Background: an optimization exercise with open tools, aiming at small area, a short achievable clock period and few clock cycles. Do not read the settings as production practice. Where RTL was checked, it was by simulation tests only, not by an equivalence proof against the original. Power figures rest on the tool's default switching activity, not on a simulated workload.

// fha_sponge
module fha_sponge (
    input  wire        clk,
    input  wire        rst,         
    input  wire        bus_we,
    input  wire [1:0]  bus_addr,
    input  wire [31:0] bus_wdata,
    output reg  [31:0] bus_rdata
);
clock: 20.0 ns
lec_check: 0
abc_clock_period_in_ps: 9000
cap_margin: 30
core_margin: 2
core_utilization: 40
slew_margin: 30
standard.sh (not shown) runs the stock make flow with config.mk's settings and CLKGATE_MAP_FILE= SYNTH_SCRIPT=/design/flow/synth_recipe.tcl, a recipe that flattens the netlist after the stock synthesis.
==> flow/flow/run.sh <==
#!/bin/bash
# Standard layout, with timing repair aiming for a setup slack of 11 ns
# (a tighter target than the 20 ns clock) so the achieved period improves.
set -euo pipefail
bash standard.sh SETUP_SLACK_MARGIN=11 finish > layout.log 2>&1
Testbench counts at the start, summed over its fixed seeds: cycles 36,595.
==> next run, changes <==
--- a/flow/design.v
+++ b/flow/design.v
@@ -212,27 +212,28 @@
     wire do_fin  = ok_fin && acc;
     wire do_sq   = ok_sq && !sq_perm && acc;
     wire seek    = (ok_abs || ok_fin || (ok_sq && !sq_perm)) && !acc;
     wire abs_end = do_abs && (fill + 7'd1 == rate);
     wire lane_end = (do_abs || do_sq) && (bi == 3'd7);
     wire exec_done = e_illegal || is_clrerr || e_config || e_seq ||
                      (do_abs && !abs_end) || do_sq;
     wire exec_perm = abs_end || do_fin || sq_perm;
     wire perm_go   = (fsm == S_PERM) && (aoff == 3'd0) && (boff == 3'd0);
     wire pre_step  = perm_go && pre;
     wire perm_step = perm_go && !pre;
     wire init_step = (fsm == S_INIT);
-    wire [63:0] rc;
+    wire [63:0] rc_n;
+    reg  [63:0] rc;      
     wire [63:0] f_a, f_r, f_b, f_c;
-    fha_rc_rom u_rom (.round(rnd), .lane(stp), .rc(rc));
+    fha_rc_rom u_rom (.round(rnd), .lane(pre ? stp : stp + 3'd1), .rc(rc_n));
     fha_round_s1 u_f1 (
         .sel(s1oh),
         .w0(rb[63:0]), .w1(rb[127:64]), .w2(rb[191:128]), .w3(rb[255:192]),
         .a0(a0r), .b0(b0r), .b1(b1r),
         .a_out(f_a), .ra_out(f_r)
     );
     fha_round_s2 u_f2 (.a(f1a), .ra(f1r), .rc(rc), .b_out(f_b), .c_out(f_c));
     wire [63:0] t_all = tacc ^ f_c;
     wire [63:0] tg = (perm_step && soh[7]) ? t_all : 64'd0;
     function [63:0] rotl;
         input [63:0] x;
         input integer n;
@@ -288,24 +289,25 @@
             rb_n[63:0] = b_head;
             for (k = 0; k < 8; k = k + 1)
                 rb_n[64*k + 63] = rb_n[64*k + 63] ^ p2b[k];
         end
     end
     wire perm_last = perm_step && (rnd == 3'd7) && (stp == 3'd7);
     wire init_last = init_step && (stp == 3'd7);
     wire completing = (exec && exec_done) || perm_last || init_last;
     wire accept = cmd_write && (!busy || completing);
     always @(posedge clk) begin
         ra <= ra_n;
         rb <= rb_n;
+        rc <= rc_n;
         xl <= rb[63:0];
         f1a <= f_a;
         f1r <= f_r;
         if (pre_step) begin
             pre  <= 1'b0;
             s1oh <= {s1oh[6:0], s1oh[7]};
         end
         if (sh_a && !perm_step && !init_step) aoff <= aoff + 3'd1;
         if (sh_b && !perm_go && !init_step) boff <= boff + 3'd1;
         if (perm_step) begin
             stp  <= stp + 3'd1;
             soh  <= {soh[6:0], soh[7]};
@@ -395,20 +397,18 @@
                 if (exec_done)              fsm <= S_IDLE;
                 else if (exec_perm)         fsm <= S_PERM;
                 else if (is_init)           fsm <= S_INIT;
                 else                        fsm <= S_CMD;
             end else if (accept) begin
                 fsm <= S_CMD;        
             end else if (completing) begin
                 fsm <= S_IDLE;
             end
         end
     end
     wire [31:0] status = {9'd0, outpos, 1'b0, fill, err, rsel, sqz, v, busy};
+    wire rd_status = !bus_addr[1] &&  bus_addr[0];
+    wire rd_dout   =  bus_addr[1] && !bus_addr[0];
     always @* begin
-        case (bus_addr)
-            2'd1:    bus_rdata = status;
-            2'd2:    bus_rdata = {24'd0, dout};
-            default: bus_rdata = 32'd0;
-        endcase
+        bus_rdata = ({32{rd_status}} & status) | ({32{rd_dout}} & {24'd0, dout});
     end
 endmodule
Clock skew rose by 0.021 ns.
Maximum frequency hardly moves.
Die area rose by a few percent.
Final cell count rose slightly.
Count of clock-buffer cells in the layout rose by 17.
Worst setup slack improves by 0.023 ns.
First-iteration DRC count fell by a few percent.
Clock power rose by a little under a tenth.
Flip-flop and latch count rose by 64.
Critical path depth fell by 1.
Design area rose by a few percent.
The RTL of the second run of this note was laid out without a check of its function.

==> what the ideal ports hide <==
How much do the figures lean on ideal ports? The routed layouts below were timed once more, with nothing changed but the port constraints.
Step 1 assumes that a clkbuf_16 drives the clock port and a buf_2 every other input.
Step 2 moves the port delays by t, midway between the first and last clock arrival at a register: inputs arrive t later, outputs are due t later. That takes back most of the time a late clock gives input paths.
Slacks: ideal / step 1 / step 2; pairs: ideal / step 1.
run | shift t [ns] | setup slack, ns | slew at the worst register clock pin (ns)
the first run | 0.926 | 11.075 / 11.053 / 10.251 | 0.08 / 0.08
the second run | 0.932 | 11.099 / 11.074 / 10.243 | 0.08 / 0.08
After both steps setup and hold are still met in every run listed. The setup slack of the second run, which loses most, moves by -0.025 ns with the drivers and by -0.856 ns with both steps.
